Background: an optimization exercise with open tools, aiming at small area, a short achievable clock period and few clock cycles per item. Do not read the settings as production practice. The RTL was checked by simulation tests, not by an equivalence proof against the original design. No activity file was given, so power comes from the tool's default toggle rates.

## tdes_core
module tdes_core (
  input  wire         clk,
  input  wire         rst,
  input  wire         cmd_valid,
  output wire         cmd_ready,
  input  wire [1:0]   cmd_op,
  input  wire [167:0] cmd_key,
  input  wire [63:0]  cmd_data,
  output reg          out_valid,
  output reg  [63:0]  out_data
);
Size in the first run: about 1,800 cells after synthesis, roughly 300 I/O pins, about 18,000 µm² of cells after synthesis.
export LEC_CHECK = 0
export CAP_MARGIN = 20
export CORE_MARGIN = 2
export CORE_UTILIZATION = 40
export CTS_BUF_LIST = sky130_fd_sc_hd__clkbuf_8
export SETUP_SLACK_MARGIN = 3.0
export SLEW_MARGIN = 20
create_clock -name core_clock -period 5.0 [get_ports {clk}]
standard.sh (not shown) runs the stock make flow with config.mk's settings and CLKGATE_MAP_FILE= SYNTH_SCRIPT=/design/flow/synth_recipe.tcl, a recipe that flattens the netlist after the stock synthesis.
==> flow/flow/run.sh <==
#!/bin/bash
# Standard layout, but the port buffers are the smallest buffer cell.
set -euo pipefail
export BUFFER_PORTS_ARGS="-buffer_cell sky130_fd_sc_hd__buf_1"
bash standard.sh finish > standard_flow.log 2>&1
Testbench counts at the start, summed over its fixed seeds: cycles 146,392, blocks 4,205.
Edit:
--- a/flow/config.mk
+++ b/flow/config.mk
@@ -6,8 +6,12 @@
 export NUM_CORES = 4
 export LEC_CHECK = 0
+export ABC_AREA = 1
 export CAP_MARGIN = 20
 export CORE_MARGIN = 2
 export CORE_UTILIZATION = 40
-export CTS_BUF_LIST = sky130_fd_sc_hd__clkbuf_8
+export CTS_BUF_LIST = sky130_fd_sc_hd__clkbuf_16
+export CTS_CLUSTER_DIAMETER = 100
+export CTS_CLUSTER_SIZE = 30
 export SETUP_SLACK_MARGIN = 3.0
 export SLEW_MARGIN = 20
+export TNS_END_PERCENT = 10
Effect: The changed run completed with no timing, DRC or antenna violations; worst setup slack gains 0.29 ns; synthesized cell count increases by 43%; cell count rose by 16%; global-route usage grows by 0.45 points.
Edit:
==> flow/config.mk (replaced) <==
export PLATFORM = sky130hd
export DESIGN_NAME = tdes_core
export DESIGN_NICKNAME = tdes_core
export VERILOG_FILES = /design/flow/design.v
export SDC_FILE = /design/flow/constraint.sdc
export NUM_CORES = 4
export LEC_CHECK = 0
export ABC_AREA = 1
export CAP_MARGIN = 0
export CORE_MARGIN = 2
export CORE_UTILIZATION = 50
export CTS_BUF_LIST = sky130_fd_sc_hd__clkbuf_8
export SETUP_SLACK_MARGIN = 2.85
export SLEW_MARGIN = 0
export TNS_END_PERCENT = 5
Effect: The changed run finished clean. Die area is lower by 20%. Routed wire length fell by 11%. Cell count went down by 3.3%. Sequential cell count is unchanged. Via count decreases by 0.75%. Final area came out lower by 5.7%. Count of clock-buffer cells in the layout came out higher by 37. Synthesized cell count stays the same. Total power falls by 2.5%. Worst setup slack gains 0.017 ns.
Edit:
==> flow/config.mk (replaced) <==
export PLATFORM = sky130hd
export DESIGN_NAME = tdes_core
export DESIGN_NICKNAME = tdes_core
export VERILOG_FILES = /design/flow/design.v
export SDC_FILE = /design/flow/constraint.sdc
export NUM_CORES = 4
export LEC_CHECK = 0
export CAP_MARGIN = 20
export CORE_MARGIN = 2
export CORE_UTILIZATION = 40
export CTS_BUF_LIST = sky130_fd_sc_hd__clkbuf_8
export SETUP_SLACK_MARGIN = 2.7
export SLEW_MARGIN = 20
export TNS_END_PERCENT = 5
Effect: Setup slack got worse by 0.41 ns. Via count is lower by 15%. Wire length is lower by about 2.5%. Sequential cell count is unchanged. Die area climbs by 27%. Cell area came out higher by about 3%.
Edit:
--- a/flow/config.mk
+++ b/flow/config.mk
@@ -6,9 +6,10 @@
 export NUM_CORES = 4
 export LEC_CHECK = 0
+export ABC_AREA = 1
 export CAP_MARGIN = 20
 export CORE_MARGIN = 2
 export CORE_UTILIZATION = 40
 export CTS_BUF_LIST = sky130_fd_sc_hd__clkbuf_8
-export SETUP_SLACK_MARGIN = 2.7
+export SETUP_SLACK_MARGIN = 3.0
 export SLEW_MARGIN = 20
-export TNS_END_PERCENT = 5
+export TNS_END_PERCENT = 10
Result: The new run finished with timing, DRC and antenna clean. Worst setup slack gains 0.43 ns. Global-route usage goes up by 2.6 points. Cell area came out higher by 1.1%. Combinational power rose by about 30%.

* * *

Another version of the RTL of tdes_core (not shown whole).
For scale: roughly 2600 cells after synthesis, about 280 flip-flops.
export LEC_CHECK = 0
export ABC_AREA = 1
export CAP_MARGIN = 20
export CORE_MARGIN = 2
export CORE_UTILIZATION = 40
export CTS_BUF_LIST = sky130_fd_sc_hd__clkbuf_8
export SETUP_SLACK_MARGIN = 2.7
export SLEW_MARGIN = 20
export TNS_END_PERCENT = 5
create_clock -name core_clock -period 5.0 [get_ports {clk}]
Scripts as last shown in full above: flow/flow/run.sh
The starting point ran to the end with no violations.
Testbench counts at the start, summed over its fixed seeds: cycles 146,392, blocks 4,205.
Then changed:
CAP_MARGIN = 5   (was 20)
SETUP_SLACK_MARGIN = 2.85   (was 2.7)
SLEW_MARGIN = 5   (was 20)
Result:
- area after synthesis is unchanged
- cell count came out higher by 0.65%
- wire length came out higher by 0.93%
- setup slack improved by 0.16 ns
- synthesized cell count does not change
- total power came out higher by 2.1%
- critical path depth does not change
- count of clock-buffer cells in the layout came out higher by 1
Then changed:
CAP_MARGIN = 20   (was 5)
SETUP_SLACK_MARGIN = 3.0   (was 2.85)
SLEW_MARGIN = 20   (was 5)
TNS_END_PERCENT = 10   (was 5)
Utilization rises by 2.7 points. Die area stays the same. Power went up by about 8%. Setup slack gets worse by 0.017 ns. Design area rose by about 5.7%. Via count rises by 2.0%. Combinational power climbs by 15%. Cell count came out higher by 0.82%. Clock skew rises by 0.0032 ns.

* * *

tdes_core with an RTL version that a note above also has.
Size in the first run: roughly 1,800 cells after synthesis, roughly 280 flip-flops.
==> flow/design.v (excerpt) <==
module tdes_core (
  input  wire         clk,
  input  wire         rst,
  input  wire         cmd_valid,
  output wire         cmd_ready,
  input  wire [1:0]   cmd_op,
  input  wire [167:0] cmd_key,
  input  wire [63:0]  cmd_data,
  output reg          out_valid,
  output reg  [63:0]  out_data
);
  function [63:0] des_ip;
    input [63:0] x;
    begin
      des_ip = {
        x[6], x[14], x[22], x[30], x[38], x[46], x[54], x[62],
        x[4], x[12], x[20], x[28], x[36], x[44], x[52], x[60],
        x[2], x[10], x[18], x[26], x[34], x[42], x[50], x[58],
        x[0], x[8], x[16], x[24], x[32], x[40], x[48], x[56],
        x[7], x[15], x[23], x[31], x[39], x[47], x[55], x[63],
        x[5], x[13], x[21], x[29], x[37], x[45], x[53], x[61],
        x[3], x[11], x[19], x[27], x[35], x[43], x[51], x[59],
        x[1], x[9], x[17], x[25], x[33], x[41], x[49], x[57]
      };
    end
  endfunction
  function [63:0] des_fp;
    input [63:0] x;
    begin
      des_fp = {
        x[24], x[56], x[16], x[48], x[8], x[40], x[0], x[32],
        x[25], x[57], x[17], x[49], x[9], x[41], x[1], x[33],
        x[26], x[58], x[18], x[50], x[10], x[42], x[2], x[34],
        x[27], x[59], x[19], x[51], x[11], x[43], x[3], x[35],
        x[28], x[60], x[20], x[52], x[12], x[44], x[4], x[36],
        x[29], x[61], x[21], x[53], x[13], x[45], x[5], x[37],
        x[30], x[62], x[22], x[54], x[14], x[46], x[6], x[38],
        x[31], x[63], x[23], x[55], x[15], x[47], x[7], x[39]
      };
    end
  endfunction
  function [47:0] des_e;
    input [31:0] x;
    begin
      des_e = {
        x[0], x[31], x[30], x[29], x[28], x[27], x[28], x[27],
        x[26], x[25], x[24], x[23], x[24], x[23], x[22], x[21],
        x[20], x[19], x[20], x[19], x[18], x[17], x[16], x[15],
        x[16], x[15], x[14], x[13], x[12], x[11], x[12], x[11],
        x[10], x[9], x[8], x[7], x[8], x[7], x[6], x[5],
        x[4], x[3], x[4], x[3], x[2], x[1], x[0], x[31]
      };
    end
  endfunction
  function [31:0] des_p;
    input [31:0] x;
    begin
      des_p = {
        x[16], x[25], x[12], x[11], x[3], x[20], x[4], x[15],
        x[31], x[17], x[9], x[6], x[27], x[14], x[1], x[22],
        x[30], x[24], x[8], x[18], x[0], x[5], x[29], x[23],
  ...
Settings: LEC_CHECK=0, CAP_MARGIN=20, CORE_MARGIN=2, CORE_UTILIZATION=60, CTS_BUF_LIST=sky130_fd_sc_hd__clkbuf_8, SETUP_SLACK_MARGIN=2.5, SLEW_MARGIN=20; clock period 5.0 ns.
Scripts as last shown in full above: flow/flow/run.sh
The starting point completed without violations.
Testbench counts at the start, summed over its fixed seeds: cycles 146,392, blocks 4,205.
Rerun with:
ABC_AREA = 1   (was default)
CORE_UTILIZATION = 40   (was 60)
SETUP_SLACK_MARGIN = 2.7   (was 2.5)
TNS_END_PERCENT = 5   (was default)
Worst hold slack is better by 0.014 ns.
Cell area decreases by a little under a tenth.
Clock-buffer cell count increases by 5.
Wire length increases by a little under a tenth.
Final cell count increases by a quarter to a third.
Rerun with:
ABC_AREA = default   (was 1)
CTS_CLUSTER_DIAMETER = 80   (was default)
CTS_CLUSTER_SIZE = 20   (was default)
SETUP_SLACK_MARGIN = 2.5   (was 2.7)
TNS_END_PERCENT = default   (was 5)
Worst setup slack is worse by 0.26 ns.
Global-route usage falls by 2.2 points.
Die area rises by 2.1%.
Hold slack stays flat.
Routed wire length falls by 3.4%.
Count of clock-buffer cells in the layout falls by 33.
Sequential power falls by about 5%.
Fmax falls by 9.8%.
Non-clock buffer count rises by 141.
Total power falls by 8.1%.
Utilization rises by 3.8 points.
Rerun with:
ABC_AREA = 1   (was default)
CAP_MARGIN = 0   (was 20)
CTS_CLUSTER_DIAMETER = default   (was 80)
CTS_CLUSTER_SIZE = default   (was 20)
SETUP_SLACK_MARGIN = 3.0   (was 2.5)
SLEW_MARGIN = 0   (was 20)
TNS_END_PERCENT = 8   (was default)
Result:
- global-route usage came out higher by 2.6 points
- synthesized cell count climbs by 43%
- clock power goes up by 67%
Rerun with:
CAP_MARGIN = 5   (was 0)
SETUP_SLACK_MARGIN = 2.85   (was 3.0)
SLEW_MARGIN = 5   (was 0)
TNS_END_PERCENT = 5   (was 8)
=> Hold slack hardly moves; power went down by 3.8%; sequential power hardly moves; die area is unchanged; cell area went down by about 2.6%; routed wire length went up by about 1.3%; global-route usage went down by 0.17 points.
Rerun with:
ABC_AREA = default   (was 1)
CAP_MARGIN = 20   (was 5)
SETUP_SLACK_MARGIN = 2.0   (was 2.85)
SLEW_MARGIN = 20   (was 5)
TNS_END_PERCENT = default   (was 5)
The changed run completed with no timing, DRC or antenna violations.
Core utilization is lower by 2.6 points.
Global-route usage is lower by 4.0 points.
Setup slack loses 0.67 ns.
Non-clock buffer count is lower by 37.
Via count is lower by about a fifth.

-- static timing again, ports no longer ideal --
In the flow no input, the clock included, has a driving cell. The finished layouts below were timed again as built, in two steps. Step 1 assumes that a clkbuf_16 drives the clock port and a buf_2 every other input. Step 2 adds t to the input delays and takes it off the output delays; t is the mean of the earliest and latest rising clock arrival at the registers after step 1. Input paths then give back, and output paths get back, about the clock's delay inside the block. Three values: ideal ports, drivers, drivers and shift; two values: the first two.
run	t, ns	setup WS [ns]	worst register clock-pin slew, ns
the first run of note 1	0.701	2.406 / 2.406 / 2.073	0.07 / 0.07
the second run of note 1	0.592	2.696 / 2.696 / 2.332	0.12 / 0.12
the third run of note 1	0.681	2.713 / 2.660 / 2.334	0.07 / 0.07
the fourth run of note 1	0.683	2.305 / 2.305 / 2.130	0.07 / 0.07
the fifth run of note 1	0.673	2.732 / 2.680 / 2.331	0.07 / 0.07
the first run of note 2	0.686	2.635 / 2.584 / 2.295	0.07 / 0.07
the second run of note 2	0.693	2.795 / 2.742 / 2.334	0.07 / 0.07
the third run of note 2	0.694	2.778 / 2.727 / 2.350	0.07 / 0.07
the first run of note 3	0.640	2.308 / 2.308 / 1.847	0.08 / 0.08
the second run of note 3	0.683	2.606 / 2.554 / 2.305	0.07 / 0.07
the third run of note 3	0.661	2.347 / 2.347 / 2.036	0.12 / 0.12
the fourth run of note 3	0.678	2.744 / 2.691 / 2.340	0.07 / 0.07
the fifth run of note 3	0.676	2.734 / 2.684 / 2.330	0.07 / 0.07
the sixth run of note 3	0.669	2.063 / 2.063 / 1.993	0.07 / 0.07
After both steps every run listed still meets setup and hold.
